What follows belongs to an exercise in optimizing a design on an open flow for small area, a short achievable clock period and few clock cycles per item; a production flow would make more cautious choices.
Only simulation tests tie the RTL to the original design; equivalence was not proved.

==> nickel <==
// wfb_timing
module wfb_timing (
    input  wire        clk,
    input  wire        rst,         
    input  wire        cmd_valid,
    output wire        cmd_ready,
    input  wire [31:0] cmd,
    input  wire [31:0] a0,
    output reg         rsp_valid,
    output wire [31:0] rsp_status,
    output wire [63:0] rsp_r0,
    output wire [63:0] rsp_r1,
    output wire [63:0] rsp_r2,
    output wire [63:0] rsp_r3
);
Settings: LEC_CHECK=0, CAP_MARGIN=20, CORE_MARGIN=2, CORE_UTILIZATION=50, SETUP_SLACK_MARGIN=2.0, SLEW_MARGIN=20, SYNTH_MEMORY_MAX_BITS=16384; clock period 11.0 ns.
run.sh (not shown) runs the stock make flow with config.mk's settings and CLKGATE_MAP_FILE= SYNTH_SCRIPT=/design/flow/synth_recipe.tcl, a recipe that flattens the netlist after the stock synthesis.
==> inputs of ember, as changes to nickel <==
--- a/flow/design.v
+++ b/flow/design.v
@@ -162,20 +162,20 @@
     function [6:0] fk_of;       
         input [2:0] i;
         case (i)
             3'd0: fk_of = 7'd50; 3'd1: fk_of = 7'd43; 3'd2: fk_of = 7'd36;
             3'd3: fk_of = 7'd79; default: fk_of = 7'd57;
         endcase
     endfunction
-    function [9:0] tf_of;       
+    function [7:0] tf_of;       
         input [2:0] c;
         case (c)
-            3'd0: tf_of = 10'd100; 3'd1: tf_of = 10'd160; 3'd2: tf_of = 10'd200;
-            3'd3: tf_of = 10'd320; 3'd4: tf_of = 10'd400; 3'd5: tf_of = 10'd500;
-            default: tf_of = 10'd800;
+            3'd0: tf_of = 8'd25;  3'd1: tf_of = 8'd40;  3'd2: tf_of = 8'd50;
+            3'd3: tf_of = 8'd80;  3'd4: tf_of = 8'd100; 3'd5: tf_of = 8'd125;
+            default: tf_of = 8'd200;
         endcase
     endfunction
     function [24:0] ft_of;      
         input [2:0] c;
         case (c)
             3'd0: ft_of = 25'd2500000;  3'd1: ft_of = 25'd4000000;  3'd2: ft_of = 25'd5000000;
             3'd3: ft_of = 25'd8000000;  3'd4: ft_of = 25'd10000000; 3'd5: ft_of = 25'd12500000;
@@ -219,14 +219,16 @@
     reg [2:0]  fs;
     reg [1:0]  wkind;
     reg [7:0]  opc_q;
     reg [2:0]  mcs_q;
     reg [7:0]  reg_q;
     reg [1:0]  ci;              
     reg        first_chunk;
+    reg        fx2;             
+    reg        x2_r;            
     reg [93:0] acc;             
     reg [1:0]  nl_r;            
     reg [45:0] eacc;            
     reg [29:0] cq, cq2;         
     reg [4:0]  c_r;             
     reg [4:0]  c_low;           
     reg        c_nz;            
@@ -295,22 +297,27 @@
     wire       nz_s1  = c_nz || (rx1 != 2'd0);
     wire       nz_s1b = nz_s1 || (rx2 != 2'd0);
     wire [6:0] pad_o   = pad_of(c_mcs3, c_r, c_low, c_nz);
     wire        cm_x2  = (c_mcs3 == 3'd0) || (c_mcs3 == 3'd1) || (c_mcs3 == 3'd3);
     wire [29:0] q2sel  = cm_x2 ? cq : (c_mcs3 == 3'd5) ? {1'b0, cq[29:1]} : cq2;
     wire [1:0]  corr   = c_nz ? 2'd2 : cm_x2 ? 2'd0 : (c_mcs3 == 3'd5) ? {1'b0, cq[0]} : {1'b0, !c_t};
     wire [28:0] nb_o   = cq[28:0] + {28'd0, c_nz};
+    wire [29:0] ns6    = cq + x1 + {28'd0, c_nz ? 2'd2 : {1'b0, rx1 != 2'd0}};
     wire [29:0] ns_o   = cq + q2sel + {28'd0, corr};
     reg  [50:0] acc_r0;
     always @* begin
-        case (nl_r)
-            2'd0:    acc_r0 = {21'd0, acc[93:64]};
-            2'd1:    acc_r0 = {13'd0, acc[93:56]};
-            2'd2:    acc_r0 = {5'd0, acc[93:48]};
-            default: acc_r0 = acc[90:40];
+        case ({x2_r, nl_r})
+            3'd0:    acc_r0 = {21'd0, acc[93:64]};
+            3'd1:    acc_r0 = {13'd0, acc[93:56]};
+            3'd2:    acc_r0 = {5'd0, acc[93:48]};
+            3'd3:    acc_r0 = acc[90:40];
+            3'd4:    acc_r0 = {20'd0, acc[93:63]};
+            3'd5:    acc_r0 = {12'd0, acc[93:55]};
+            3'd6:    acc_r0 = {4'd0, acc[93:47]};
+            default: acc_r0 = acc[89:39];
         endcase
     end
     wire [50:0] burst_o = acc_r0 + 51'd3;
     assign rsp_r0 = om_ns ? {34'd0, ns_o} : om_3 ? {13'd0, burst_o} : {13'd0, r0};
     assign rsp_r1 = om_nb ? {35'd0, nb_o} : {34'd0, r1};
     assign rsp_r2 = om_pad ? {54'd0, pad_o, 3'd0} : {35'd0, r2};
     reg [36:0] nb3;
@@ -383,33 +390,33 @@
             default: rd_simple = 32'd0;
         endcase
     end
     wire rd_derived = (c_reg[7:4] == 4'h2);
     reg  [7:0]  eng_a;
     reg  [84:0] eng_b;
     reg         eng_acc;     
-    wire        fe_mul = (fs == F_MUL) && !first_chunk;
-    wire [29:0] ns_m   = r1;
+    wire        fe_mul = (fs == F_MUL) && (!first_chunk || fx2);
+    wire [29:0] ns_m   = r1;               
     wire [1:0]  ci_m   = ci;
-    wire [7:0]  chunk0 = r1[7:0];
+    wire [7:0]  chunk0 = ns_m[7:0];
     wire [1:0]  nl_m   = (ns_m[29:24] != 6'd0) ? 2'd3 : (ns_m[23:16] != 8'd0) ? 2'd2 :
                          (ns_m[15:8] != 8'd0) ? 2'd1 : 2'd0;
     reg  [7:0]  ns_chunk;
     always @* begin
         case (ci_m)
             2'd0:    ns_chunk = chunk0;
-            2'd1:    ns_chunk = r1[15:8];       
-            2'd2:    ns_chunk = r1[23:16];
-            default: ns_chunk = {2'd0, r1[29:24]};
+            2'd1:    ns_chunk = ns_m[15:8];
+            2'd2:    ns_chunk = ns_m[23:16];
+            default: ns_chunk = {2'd0, ns_m[29:24]};
         endcase
     end
     wire        m_last = (ci_m == nl_m);
     wire [7:0]  mul_a = fe_mul ? ns_chunk : eng_a;
     wire [84:0] mul_b = fe_mul ? mhat : eng_b;
-    wire [93:0] mul_acc = fe_mul ? ((ci == 2'd0) ? 94'd0 : {8'd0, acc[93:8]}) :
+    wire [93:0] mul_acc = fe_mul ? ((ci == 2'd0) ? ((fx2 && c_nz) ? {9'd0, mhat} : 94'd0) : {8'd0, acc[93:8]}) :
                                    (eng_acc ? {40'd0, eacc, 8'd0} : 94'd0);
     wire [93:0] mul_sum = mul_acc + mul_a * mul_b;
     reg  [34:0] drem;
     reg  [87:0] dq;
     reg  [34:0] dd;
     reg  [36:0] dd3;
     reg  [4:0]  dcnt;
@@ -464,46 +471,50 @@
                        (s11 == 7'd55) || (s11 == 7'd66) || (s11 == 7'd77) || (s11 == 7'd88);
     wire        bw_250k = (cfg_bw[3:0] == 4'd0) && (drem == 35'd0);
     reg [1:0] es, es_nx;
     reg [4:0] est, est_nx;
     reg  [16:0] t_gs;           
     wire [34:0] y_m1 = y_r - 35'd1;
     wire [27:0] gf_m1 = gf_r - 28'd1;
-    wire [9:0] tf_c = tf_of(t_fc);
+    wire [7:0] tf_c = tf_of(t_fc);
     wire tinit_go;
     wire cfgwr_ok;
     wire cfgwr_bw;
-    reg        sa_whi, sa_wlo, sa_fhi, sa_flo, sa_ghi, sa_glo, sa_thi, sa_tlo;
+    reg        sa_whi, sa_wlo, sa_fhi, sa_flo, sa_ghi, sa_glo, sa_tlo;
     reg  [7:0] ea_k;
     reg        sb_kc, sb_gs, sb_y0, sb_y, sb_gf, sb_fft, sb_gnum, sb_p;
     reg        eacc_r;
     always @* begin
         eng_a = ({8{sa_whi}} & {1'b0, w_r[14:8]}) | ({8{sa_wlo}} & w_r[7:0]) |
                 ({8{sa_fhi}} & {5'd0, t_fft[10:8]}) | ({8{sa_flo}} & t_fft[7:0]) |
                 ({8{sa_ghi}} & t_gden[15:8]) | ({8{sa_glo}} & t_gden[7:0]) |
-                ({8{sa_thi}} & {6'd0, tf_c[9:8]}) | ({8{sa_tlo}} & tf_c[7:0]) | ea_k;
+                ({8{sa_tlo}} & tf_c) | ea_k;
         eng_b = ({85{sb_kc}} & {66'd0, kc_r}) | ({85{sb_gs}} & {68'd0, t_gs}) |
                 ({85{sb_y0}} & {66'd0, y0_r}) | ({85{sb_y}} & {50'd0, y_r}) |
                 ({85{sb_gf}} & {57'd0, gf_r}) | ({85{sb_fft}} & {74'd0, t_fft}) |
                 ({85{sb_gnum}} & {69'd0, t_gnum}) | ({85{sb_p}} & {39'd0, p_r});
         eng_acc = eacc_r;
     end
     always @* begin
         dload = 1'b0; dl_rem = 35'd0; dl_q = 88'd0; dl_d = 35'd0; dl_cnt = 5'd0;
         case (es)
             E_KEY: if (est == 5'd0) begin     
                 dload = 1'b1; dl_rem = {23'd0, cfg_bw[31:20]}; dl_q = {cfg_bw[19:4], 72'd0};
                 dl_d = 35'd15625; dl_cnt = 5'd4;
             end
             E_TINIT: begin
-                if (est == 5'd6) begin           
-                    dload = 1'b1; dl_rem = {10'd0, mul_sum[44:20]}; dl_q = {mul_sum[19:0], 68'd0};
+                if (est == 5'd1) begin           
+                    dload = 1'b1; dl_rem = 35'd24; dl_q = {12'h6A0, 76'd0};
+                    dl_d = {16'd0, y0_r}; dl_cnt = 5'd3;
+                end
+                if (est == 5'd5) begin           
+                    dload = 1'b1; dl_rem = {10'd0, mul_sum[42:18]}; dl_q = {mul_sum[17:0], 70'd0};
                     dl_d = {7'd0, gf_r}; dl_cnt = 5'd5;
                 end
-                if (est == 5'd11 && dlast) begin  
+                if (est == 5'd10 && dlast) begin  
                     dload = 1'b1; dl_rem = {14'd0, p_r[41:21]}; dl_q = {p_r[20:0], 32'd0, y_m1};
                     dl_d = y_r; dl_cnt = 5'd22;
                 end
             end
             E_BG: case (est)
                 5'd3: begin                       
                     dload = 1'b1; dl_rem = {15'd0, p_r[45:26]}; dl_q = {p_r[25:0], 14'd0, gf_m1, 20'd0};
@@ -517,31 +528,27 @@
                     dload = 1'b1; dl_rem = {30'd0, p_r[21:17]}; dl_q = {p_r[16:0], 3'd0, 68'd0};
                     dl_d = {16'd0, y0_r}; dl_cnt = 5'd5;
                 end
                 5'd15: begin                      
                     dload = 1'b1; dl_rem = {13'd0, p_r[38:17]}; dl_q = {p_r[16:0], 3'd0, 68'd0};
                     dl_d = y_r; dl_cnt = 5'd5;
                 end
-                5'd17: begin                      
-                    dload = 1'b1; dl_rem = 35'd24; dl_q = {12'h6A0, 76'd0};
-                    dl_d = {16'd0, y0_r}; dl_cnt = 5'd3;
-                end
                 default: ;
             endcase
             default: ;
         endcase
     end
     reg        e_adv;
     always @* begin
         e_adv = 1'b0;
         case (es)
             E_KEY:   e_adv = (est == 5'd1) ? ddone : 1'b1;
-            E_TINIT: e_adv = (est == 5'd11) ? dlast : 1'b1;
+            E_TINIT: e_adv = (est == 5'd10) ? dlast : 1'b1;
             E_BG: case (est)
-                5'd0, 5'd4, 5'd6, 5'd10, 5'd16, 5'd18: e_adv = ddone;
+                5'd0, 5'd4, 5'd6, 5'd10, 5'd16: e_adv = ddone;
                 5'd1, 5'd2, 5'd7, 5'd8, 5'd11, 5'd12, 5'd13, 5'd14: e_adv = !fe_mul;
                 default: e_adv = 1'b1;
             endcase
             default: e_adv = 1'b0;
         endcase
     end
     always @* begin
@@ -554,45 +561,44 @@
         end else if (cfgwr_ok && es == E_BG) begin
             es_nx = E_IDLE; est_nx = 5'd0;
         end else if (tinit_go) begin
             es_nx = E_TINIT; est_nx = 5'd1;
         end else begin
             case (es)
                 E_KEY:   if (est == 5'd3) es_nx = E_IDLE;
-                E_TINIT: if (est == 5'd18) begin es_nx = E_BG; est_nx = 5'd0; end
-                E_BG:    if (est == 5'd18 && ddone) es_nx = E_IDLE;
+                E_TINIT: if (est == 5'd17) begin es_nx = E_BG; est_nx = 5'd0; end
+                E_BG:    if (est == 5'd16 && ddone) es_nx = E_IDLE;
                 default: ;
             endcase
         end
     end
     always @(posedge clk) begin
         if (rst) begin
             es <= E_IDLE; est <= 5'd0;
         end else begin
             es <= es_nx; est <= est_nx;
         end
-        {sa_whi, sa_wlo, sa_fhi, sa_flo, sa_ghi, sa_glo, sa_thi, sa_tlo} <= 8'd0;
+        {sa_whi, sa_wlo, sa_fhi, sa_flo, sa_ghi, sa_glo, sa_tlo} <= 7'd0;
         {sb_kc, sb_gs, sb_y0, sb_y, sb_gf, sb_fft, sb_gnum, sb_p} <= 8'd0;
         ea_k <= 8'd0;
         eacc_r <= 1'b0;
         case (es_nx)
             E_KEY: case (est_nx)
                 5'd2:    begin sa_whi <= 1'b1; sb_kc <= 1'b1; end
                 default: begin sa_wlo <= 1'b1; sb_kc <= 1'b1; eacc_r <= 1'b1; end
             endcase
             E_TINIT: case (est_nx)
                 5'd1:  begin sa_fhi <= 1'b1; sb_gs <= 1'b1; end
                 5'd2:  begin sa_flo <= 1'b1; sb_gs <= 1'b1; eacc_r <= 1'b1; end
                 5'd3:  begin sa_ghi <= 1'b1; sb_y0 <= 1'b1; end
                 5'd4:  begin sa_glo <= 1'b1; sb_y0 <= 1'b1; eacc_r <= 1'b1; end
-                5'd5:  begin sa_thi <= 1'b1; sb_y <= 1'b1; end
-                5'd6:  begin sa_tlo <= 1'b1; sb_y <= 1'b1; eacc_r <= 1'b1; end
-                5'd7:  begin ea_k <= 8'd12; sb_gf <= 1'b1; end         
-                5'd8:  begin ea_k <= 8'd53; sb_gf <= 1'b1; eacc_r <= 1'b1; end
-                5'd9:  begin ea_k <= 8'd2; sb_y0 <= 1'b1; end          
+                5'd5:  begin sa_tlo <= 1'b1; sb_y <= 1'b1; end
+                5'd6:  begin ea_k <= 8'd12; sb_gf <= 1'b1; end         
+                5'd7:  begin ea_k <= 8'd53; sb_gf <= 1'b1; eacc_r <= 1'b1; end
+                5'd8:  begin ea_k <= 8'd2; sb_y0 <= 1'b1; end          
                 default: begin ea_k <= 8'd113; sb_y0 <= 1'b1; eacc_r <= 1'b1; end
             endcase
             E_BG: case (est_nx)
                 5'd1:  begin ea_k <= 8'd7; sb_y <= 1'b1; end           
                 5'd2:  begin ea_k <= 8'd83; sb_y <= 1'b1; eacc_r <= 1'b1; end
                 5'd7:  begin ea_k <= 8'd12; sb_fft <= 1'b1; end
                 5'd8:  begin ea_k <= 8'd53; sb_fft <= 1'b1; eacc_r <= 1'b1; end
@@ -600,15 +606,15 @@
                 5'd12: begin sa_flo <= 1'b1; sb_gnum <= 1'b1; eacc_r <= 1'b1; end
                 5'd13: begin ea_k <= 8'd12; sb_p <= 1'b1; end
                 default: begin ea_k <= 8'd53; sb_p <= 1'b1; eacc_r <= 1'b1; end
             endcase
             default: ;
         endcase
     end
-    wire tinit_resp = (es == E_TINIT) && (est == 5'd18);
+    wire tinit_resp = (es == E_TINIT) && (est == 5'd17);
     always @(posedge clk) begin
         if (rst) begin
             key_v <= 1'b0; key_bad <= 1'b0; key_idx <= 3'd0; y0_r <= 19'd0;
             fs_r <= 33'd0; w_r <= 15'd0; kc_r <= 19'd0;
             p_r <= 46'd0; y_r <= 35'd0; gf_r <= 28'd0;
             mhat <= 85'd0; zq <= 62'd0; spf_r <= 19'd0; psps_r <= 10'd0; spacing_r <= 25'd0;
             tb_r <= 20'd0; tg_r <= 20'd0; ps_r <= 12'd0;
@@ -652,45 +658,46 @@
                         key_v <= 1'b1;
                     end
                     default: ;
                 endcase
                 E_TINIT: case (est)
                     5'd2: gf_r <= mul_sum[27:0];
                     5'd4: y_r <= mul_sum[34:0];
+                    5'd5: begin ps_r <= dq[11:0]; ps_v <= 1'b1; end
                     5'd3: begin pr_rem <= gf_r[27:12]; pr_q <= gf_r[11:0]; pr_cnt <= 3'd6; end
-                    5'd8: p_r <= mul_sum[45:0];
-                    5'd10: fs_r <= {mul_sum[26:0], 6'd0};
-                    5'd11: if (dlast) spf_r <= dq_n[2][18:0];
-                    5'd18: begin psps_r <= pr_q[11:2]; ts_r <= dq[20:0]; end
+                    5'd7: p_r <= mul_sum[45:0];
+                    5'd9: fs_r <= {mul_sum[26:0], 6'd0};
+                    5'd10: if (dlast) spf_r <= dq_n[2][18:0];
+                    5'd17: begin psps_r <= pr_q[11:2]; ts_r <= dq[20:0]; end
                     default: ;
                 endcase
                 E_BG: case (est)
                     5'd0:  if (ddone) begin mhat <= dq[84:0]; mh_v <= 1'b1; end
                     5'd2:  if (!fe_mul) p_r <= mul_sum[45:0];
                     5'd4:  if (ddone) begin zq <= dq[61:0]; zq_v <= 1'b1; end
                     5'd6:  if (ddone) begin spacing_r <= dq[24:0]; sp_v <= 1'b1; end
                     5'd8:  if (!fe_mul) p_r <= mul_sum[45:0];
                     5'd10: if (ddone) begin tb_r <= dq[19:0]; tb_v <= 1'b1; end
                     5'd12: if (!fe_mul) p_r <= mul_sum[45:0];
                     5'd14: if (!fe_mul) p_r <= mul_sum[45:0];
                     5'd16: if (ddone) begin tg_r <= dq[19:0]; tg_v <= 1'b1; end
-                    5'd18: if (ddone) begin ps_r <= dq[11:0]; ps_v <= 1'b1; end
                     default: ;
                 endcase
                 default: ;
                 endcase
             end
         end
     end
     always @(posedge clk) begin
         if (rst) begin
-            acc <= 94'd0; eacc <= 46'd0; nl_r <= 2'd0;
+            acc <= 94'd0; eacc <= 46'd0; nl_r <= 2'd0; x2_r <= 1'b0;
         end else if (fe_mul) begin
             acc <= mul_sum;
             nl_r <= nl_m;
+            x2_r <= fx2;
         end else begin
             eacc <= mul_sum[45:0];
         end
     end
     assign cfgwr_ok = accept && !halted && c_legal && (c_opc == OP_CFG_WR) && c_wr_fits;
     assign cfgwr_bw = cfgwr_ok && (c_reg == 8'h00);
     wire   ti_acc   = accept && !halted && c_legal && (c_opc == OP_TIMING_INIT) && !cfg_bad;
@@ -700,15 +707,15 @@
         if (rst) begin
             cfg_bw <= 32'd0; cfg_fft <= 16'd0; cfg_gnum <= 16'd0; cfg_gden <= 16'd0; cfg_fc <= 8'd0;
             t_fft <= 11'd0; t_gnum <= 16'd0; t_gden <= 16'd0; t_fc <= 3'd0; t_key <= 3'd0; t_gs <= 17'd0;
             tv <= 1'b0; halted <= 1'b0; cerr <= 8'd0; fcause <= 8'd0;
             r0 <= 51'd0; r1 <= 30'd0; r2 <= 29'd0; r3 <= 35'd0;
             fs <= F_IDLE; rsp_valid <= 1'b0;
             wkind <= 2'd0; opc_q <= 8'd0; mcs_q <= 3'd0; reg_q <= 8'd0; ci <= 2'd0;
-            first_chunk <= 1'b0;
+            first_chunk <= 1'b0; fx2 <= 1'b0;
             cq <= 30'd0; cq2 <= 30'd0; c_r <= 5'd0; c_low <= 5'd0; c_nz <= 1'b0; c_t <= 1'b0;
             c_mcs3 <= 3'd0; c_st2 <= 1'b0; om_ns <= 1'b0; om_nb <= 1'b0; om_3 <= 1'b0; om_pad <= 1'b0;
         end else begin
             rsp_valid <= 1'b0;
             if (tinit_go) begin
                 t_fft <= cfg_fft[10:0]; t_gnum <= cfg_gnum; t_gden <= cfg_gden;
                 t_fc <= cfg_fc[2:0]; t_key <= key_idx;
@@ -768,17 +775,19 @@
                         cq <= d1;
                         c_r <= {3'd0, rm1};
                         c_low <= ulow;
                         c_nz <= nz_a;
                         c_mcs3 <= c_mcs;
                         c_st2 <= (c_mcs == 3'd6);
                         first_chunk <= 1'b1;
+                        ci <= 2'd0;
+                        fx2 <= (c_mcs == 3'd0) || (c_mcs == 3'd1) || (c_mcs == 3'd3);
                         om_ns <= 1'b0; om_nb <= 1'b0; om_3 <= 1'b0; om_pad <= 1'b0;
                         r0 <= (c_opc == OP_BLOCK_PLAN) ? {41'd0, pb_of(c_mcs), 3'd0} : 51'd0;
-                        r1 <= 30'd0;
+                        r1 <= d1;                
                         r2 <= 29'd0;
                         r3 <= (c_opc == OP_BLOCK_PLAN) ? {a0, 3'd0} : 35'd0;
                         if (shb_of(c_mcs) != 2'd1) begin
                             fs <= F_CNT;
                         end else if (c_opc == OP_BURST_TIME) begin
                             if (mh_v) fs <= F_MUL;
                             else begin wkind <= K_BURST; fs <= F_WAIT; end
@@ -833,14 +842,19 @@
                     c_nz <= nz_s1b;
                     c_st2 <= 1'b0;
                 end else begin                     
                     if (shb_of(mcs_q) == 2'd2) begin
                         cq <= x1; cq2 <= x2; c_nz <= nz_s1; c_t <= (rx2 == 2'd0); c_r <= um_s1;
                     end else begin
                         cq2 <= x1; c_t <= (rx1 == 2'd0);
+                        if (opc_q == OP_BURST_TIME) begin    
+                            r1 <= ns6;
+                            r2 <= cq[28:0] + {28'd0, c_nz};
+                            first_chunk <= 1'b0;
+                        end
                     end
                     if (opc_q == OP_BURST_TIME) begin
                         if (mh_v) fs <= F_MUL;
                         else begin wkind <= K_BURST; fs <= F_WAIT; end
                     end else begin
                         om_nb <= 1'b1;
                         om_ns <= (opc_q == OP_NR_SYMBOLS);
@@ -880,17 +894,19 @@
                 end
                 default: if (rd_ok) begin
                     r0 <= {18'd0, rd_val}; cerr <= 8'd0; rsp_valid <= 1'b1; fs <= F_IDLE;
                 end
             endcase
             F_MUL: begin
                 first_chunk <= 1'b0;
-                if (first_chunk) begin
+                if ((first_chunk && !fx2) || (fx2 && m_last)) begin
                     r1 <= ns_o;
                     r2 <= nb_o;
+                end
+                if (first_chunk && !fx2) begin
                     ci <= 2'd0;
                 end else if (m_last) begin
                     om_3 <= 1'b1;
                     cerr <= 8'd0; rsp_valid <= 1'b1;
                     fs <= F_IDLE;
                 end else begin
                     ci <= ci_m + 2'd1;
==> flow/config.mk (replaced) <==
export PLATFORM = sky130hd
export DESIGN_NAME = wfb_timing
export DESIGN_NICKNAME = wfb_timing
export VERILOG_FILES = /design/flow/design.v
export SDC_FILE = /design/flow/constraint.sdc
export NUM_CORES = 4
export LEC_CHECK = 0
export CAP_MARGIN = 20
export CORE_MARGIN = 2
export CORE_UTILIZATION = 45
export SETUP_SLACK_MARGIN = 4.5
export SLEW_MARGIN = 20
export SYNTH_MEMORY_MAX_BITS = 16384
==> impl_metrics.env <==
export IMPL_antenna_cells=26
export IMPL_clk_share_pct=3.27
export IMPL_dieArea_um2=307000
export IMPL_seq_cells=1282
export IMPL_start_util_pct=45.1
export IMPL_drt_iter0_markers=22838
export IMPL_layout_common_cells="nand2_1, nor2_1, a21oi_1"
export IMPL_wl_per_cell_um=29.9
export IMPL_p_sw_mw=17.7
export IMPL_rrSetupSlack_ns=2.29
export IMPL_min_from="acc[92]$_SDFFE_PP0P_"
export IMPL_gp_congestion=1.05
export IMPL_num_vias=153293
export IMPL_status="complete, no violations"
-- figures above: ember

==> impl_metrics.env <==
export IMPL_status="complete, no violations"
export IMPL_wl_per_cell_um=28.7
export IMPL_seq_cells=1281
export IMPL_dieArea_um2=267000
export IMPL_num_vias=138108
export IMPL_gp_congestion=1.08
export IMPL_start_util_pct=50.2
export IMPL_p_sw_mw=14.0
export IMPL_antenna_cells=29
export IMPL_drt_iter0_markers=19726
export IMPL_layout_common_cells="nand2_1, nor2_1, a21oi_1"
export IMPL_clk_share_pct=3.83
-- figures above: nickel

Testbench counts of nickel, summed over its fixed seeds: cycles 9,227, commands 3,168.
Testbench counts of ember, summed over its fixed seeds: cycles 8,667, commands 3,168.

-- port drivers added, routing unchanged --
The results above use ideal ports. As a check the final layouts listed here were re-extracted and re-timed, cells and wires unchanged. Step 1 sets driving cells, clkbuf_16 on the clock port and buf_2 on the other inputs (assumed; they add their load-dependent delay and slew). Step 2 times the ports against the registers' clock, not the clock port: input delays grow and output delays shrink by t, the midpoint of the rising clock arrivals with the driver on. a / b / c = ideal ports / drivers / drivers and shift; a / b = the first two.
run | t (ns) | setup WS [ns] | hold WS [ns] | slew at the worst register clock pin (ns) | worst data-port slew with drivers (ns)
nickel | 0.980 | 2.159 / 2.159 / 1.460 | 0.451 / 0.451 / 0.451 | 0.07 / 0.07 | 0.12
ember | 0.976 | 2.289 / 2.216 / 2.289 | 0.448 / 0.448 / 0.448 | 0.07 / 0.07 | 0.24
After both steps every run listed still meets setup and hold. For nickel, which loses most, drivers alone change the setup slack by 0.000 ns; drivers and shift together by -0.699 ns.
